Background: an optimization exercise with open tools, aiming at small area, a short achievable clock period and few clock cycles. Do not read the settings as production practice.
The RTL was checked by simulation tests, not by an equivalence proof against the original design.
Power and IR drop assume default switching activity.

==> flow/design.v <==
module tans_enc (
    input  wire        clk,
    input  wire        rst,         
    input  wire        in_valid,
    output wire        in_ready,
    input  wire        in_init,     
    input  wire [7:0]  in_sym,
    input  wire [4:0]  in_lane,
    output wire        t_rd,
    output wire [7:0]  t_addr,
    input  wire [11:0] t_freq,
    input  wire [11:0] t_cum,
    output reg         w_valid,
    output wire [15:0] w_data,
    output wire        idle,
    output reg         sym_err,     
    output reg  [7:0]  err_sym,     
    input  wire [4:0]  x_lane,
    output wire [26:0] x_out
);
    localparam LOG2M = 11;
    localparam [26:0] M = 27'd1 << LOG2M;
    localparam integer S = 4;
    localparam R4 = 1;                
    function integer nb;
        input integer k;
        begin
            case (k)
            1: nb = 4;
            2: nb = 4;
            3: nb = 4;
            4: nb = 4;
            default: nb = 0;
            endcase
        end
    endfunction
    function [27:0] dstep;
        input [11:0] r;
        input [15:0] dq;
        input [11:0] f;
        reg   [12:0] t;
        reg   [13:0] d;
        begin
            t = {r, dq[15]};
            d = {1'b0, t} - {2'b00, f};
            if (!d[13]) dstep = {d[11:0], dq[14:0], 1'b1};
            else        dstep = {t[11:0], dq[14:0], 1'b0};
        end
    endfunction
    function [27:0] dstep4;
        input [11:0] r;
        input [15:0] dq;
        input [11:0] f;
        input [13:0] f3;
        reg   [13:0] t;
        reg   [14:0] d1, d2, d3;
        begin
            t  = {r, dq[15:14]};
            d1 = {1'b0, t} - {3'b000, f};
            d2 = {1'b0, t} - {2'b00, f, 1'b0};
            d3 = {1'b0, t} - {1'b0, f3};
            if (!d3[14])      dstep4 = {d3[11:0], dq[13:0], 2'b11};
            else if (!d2[14]) dstep4 = {d2[11:0], dq[13:0], 2'b10};
            else if (!d1[14]) dstep4 = {d1[11:0], dq[13:0], 2'b01};
            else              dstep4 = {t[11:0],  dq[13:0], 2'b00};
        end
    endfunction
    reg  [27*32-1:0] xs;                 
    reg        v1;
    reg [4:0]  lane1;
    reg [7:0]  sym1;
    reg [S:1]      vd;
    reg [5*S-1:0]  laned;
    reg [12*S-1:0] fd, cd, rd;
    reg [14*S-1:0] f3d;                  
    reg [16*S-1:0] dqd;
    reg            nw1;
    reg  busy;
    reg        wbv;
    reg [4:0]  wblane;
    reg [15:0] wbq;
    reg [11:0] wbr, wbc;
    reg hazard;
    integer k;
    always @* begin
        hazard = v1 && lane1 == in_lane;
        for (k = 1; k <= S; k = k + 1)
            hazard = hazard | (vd[k] && laned[5*(k-1) +: 5] == in_lane);
    end
    assign idle     = !busy;
    assign in_ready = in_init ? !busy : !hazard;
    wire   accept   = in_valid && in_ready;
    assign t_rd   = in_valid && !in_init;
    assign t_addr = in_sym;
    wire [4:0]  ra    = busy ? lane1 : x_lane;
    reg  [26:0] x_cur;
    integer n;
    always @* begin
        x_cur = 27'd0;
        for (n = 0; n < 32; n = n + 1)
            x_cur = x_cur | (xs[27*n +: 27] & {27{ra == n}});
    end
    assign x_out = x_cur;
    wire        f_ok   = t_freq != 12'd0;
    wire        need_w = {1'b0, x_cur[26:16]} >= t_freq;
    wire [26:0] x1     = {rd[10:0], dqd[15:0]};
    assign w_data = x1[15:0];
    wire [27:0] x_ren  = nw1 ? {17'd0, x1[26:16]} : {1'b0, x1};
    reg [28*S-1:0] dq_out;
    always @* begin : div
        reg [27:0] q;
        integer g;
        for (g = 1; g <= S; g = g + 1) begin
            q = (g == 1) ? x_ren : {rd[12*(g-1) +: 12], dqd[16*(g-1) +: 16]};
            if (R4) begin
                for (k = 0; k < nb(g) / 2; k = k + 1)
                    q = dstep4(q[27:16], q[15:0], fd[12*(g-1) +: 12], f3d[14*(g-1) +: 14]);
                if (nb(g) % 2)
                    q = dstep(q[27:16], q[15:0], fd[12*(g-1) +: 12]);
            end else begin
                for (k = 0; k < nb(g); k = k + 1)
                    q = dstep(q[27:16], q[15:0], fd[12*(g-1) +: 12]);
            end
            dq_out[28*(g-1) +: 28] = q;
        end
    end
    wire [27:0] qs    = dq_out[28*(S-1) +: 28];
    always @(posedge clk) begin
        lane1 <= in_lane;
        sym1  <= in_sym;
        laned <= {laned[5*(S-1)-1:0], lane1};
        fd    <= {fd[12*(S-1)-1:0], t_freq};
        cd    <= {cd[12*(S-1)-1:0], 1'b0, t_cum[10:0]};
        f3d   <= {f3d[14*(S-1)-1:0], 1'b0, {1'b0, t_freq} + {t_freq, 1'b0}};
        for (k = 1; k < S; k = k + 1) begin
            rd[12*k +: 12]  <= {1'b0, dq_out[28*(k-1) + 16 +: 11]};
            dqd[16*k +: 16] <= dq_out[28*(k-1) +: 16];
        end
        rd[11:0]  <= {1'b0, x_cur[26:16]};
        dqd[15:0] <= x_cur[15:0];
        nw1       <= need_w;
        wblane    <= laned[5*(S-1) +: 5];
        wbq       <= qs[15:0];
        wbr       <= {1'b0, qs[26:16]};
        wbc       <= cd[12*(S-1) +: 12];
        if (rst) begin
            v1      <= 1'b0;
            vd      <= {S{1'b0}};
            busy    <= 1'b0;
            wbv     <= 1'b0;
            w_valid <= 1'b0;
            sym_err <= 1'b0;
            err_sym <= 8'd0;
        end else begin
            v1 <= accept && !in_init;
            vd <= {vd[S-1:1], v1 && f_ok};
            wbv  <= vd[S];
            busy <= (accept && !in_init) || (v1 && f_ok) || (|vd);
            w_valid <= v1 && f_ok && need_w;
            if (v1 && !f_ok && !sym_err) begin
                sym_err <= 1'b1;
                err_sym <= sym1;
            end
            if (accept && in_init) begin
                sym_err <= 1'b0;
                err_sym <= 8'd0;
            end
        end
    end
    wire        init_we = !rst && accept && in_init;
    wire        upd_we  = !rst && wbv;
    wire [10:0] x_lo    = wbc[10:0] + wbr[10:0];
    wire [26:0] x_new   = {wbq, x_lo};
    wire [26:0] wbus    = init_we ? M : x_new;
    genvar j;
    generate
        for (j = 0; j < 32; j = j + 1) begin : lanes
            always @(posedge clk)
                if (init_we || (upd_we && wblane == j))
                    xs[27*j +: 27] <= wbus;
        end
    endgenerate
endmodule
clock: 10.0 ns
lec_check: 0
cap_margin: 20
core_margin: 2
core_utilization: 40
cts_cluster_diameter: 120
cts_cluster_size: 22
setup_slack_margin: 3.5
slew_margin: 20
run.sh (not shown) runs the stock make flow with config.mk's settings and CLKGATE_MAP_FILE= SYNTH_SCRIPT=/design/flow/synth_recipe.tcl, a recipe that flattens the netlist after the stock synthesis.
The baseline produced a clean layout.
Testbench counts at the start, summed over its fixed seeds: cycles 5,190.
Edit:
--- a/flow/design.v
+++ b/flow/design.v
@@ -129,20 +129,20 @@
         lane1 <= in_lane;
         sym1  <= in_sym;
         laned <= {laned[5*(S-1)-1:0], lane1};
         fd    <= {fd[12*(S-1)-1:0], t_freq};
-        cd    <= {cd[12*(S-1)-1:0], 1'b0, t_cum[10:0]};
-        f3d   <= {f3d[14*(S-1)-1:0], 1'b0, {1'b0, t_freq} + {t_freq, 1'b0}};
+        cd    <= {cd[12*(S-1)-1:0], t_cum};
+        f3d   <= {f3d[14*(S-1)-1:0], {2'b00, t_freq} + {1'b0, t_freq, 1'b0}};
         for (k = 1; k < S; k = k + 1) begin
-            rd[12*k +: 12]  <= {1'b0, dq_out[28*(k-1) + 16 +: 11]};
+            rd[12*k +: 12]  <= dq_out[28*(k-1) + 16 +: 12];
             dqd[16*k +: 16] <= dq_out[28*(k-1) +: 16];
         end
         rd[11:0]  <= {1'b0, x_cur[26:16]};
         dqd[15:0] <= x_cur[15:0];
         nw1       <= need_w;
         wblane    <= laned[5*(S-1) +: 5];
         wbq       <= qs[15:0];
-        wbr       <= {1'b0, qs[26:16]};
+        wbr       <= qs[27:16];
         wbc       <= cd[12*(S-1) +: 12];
         if (rst) begin
             v1      <= 1'b0;
             vd      <= {S{1'b0}};
@@ -168,10 +168,9 @@
         end
     end
     wire        init_we = !rst && accept && in_init;
     wire        upd_we  = !rst && wbv;
-    wire [10:0] x_lo    = wbc[10:0] + wbr[10:0];
-    wire [26:0] x_new   = {wbq, x_lo};
+    wire [26:0] x_new   = {wbq, 11'd0} + {15'd0, wbc} + {15'd0, wbr};
     wire [26:0] wbus    = init_we ? M : x_new;
     genvar j;
     generate
         for (j = 0; j < 32; j = j + 1) begin : lanes
Outcome: Power climbs by 15%; non-clock buffer count falls by 14; combinational power grows by 21%; fmax barely changes; routed wire length rose by 6.7%; final cell count rose by 5.2%.
Testbench counts after the change, summed over its fixed seeds: cycles 5,190.

## what the ideal ports hide
The flow's constraints put no driver on any port. The routed layouts listed below were extracted and timed again, unchanged, in two steps.
Step 1: set_driving_cell puts a clkbuf_16 on clk and a buf_2 on each other input, an assumption about the parent block.
Step 2, shift: input delay + t, output delay - t, t = (earliest + latest rising clock arrival at the registers) / 2. This alone moves slack from input paths to output paths.
Three values: ideal ports, drivers, drivers and shift; two values: the first two.
run	shift t [ns]	setup WS [ns]	hold WS [ns]	latest minus earliest clock arrival (ns)	worst slew at a driven data input, ns
the first run	0.788	3.509 / 3.346 / 3.346	0.320 / 0.320 / 0.320	0.056 / 0.056	0.17
the second run	0.770	3.513 / 3.491 / 2.779	0.318 / 0.318 / 0.318	0.064 / 0.065	0.07
After both steps setup and hold are still met in every run listed. For the second run, which loses most, drivers alone change the setup slack by -0.022 ns; drivers and shift together by -0.734 ns.
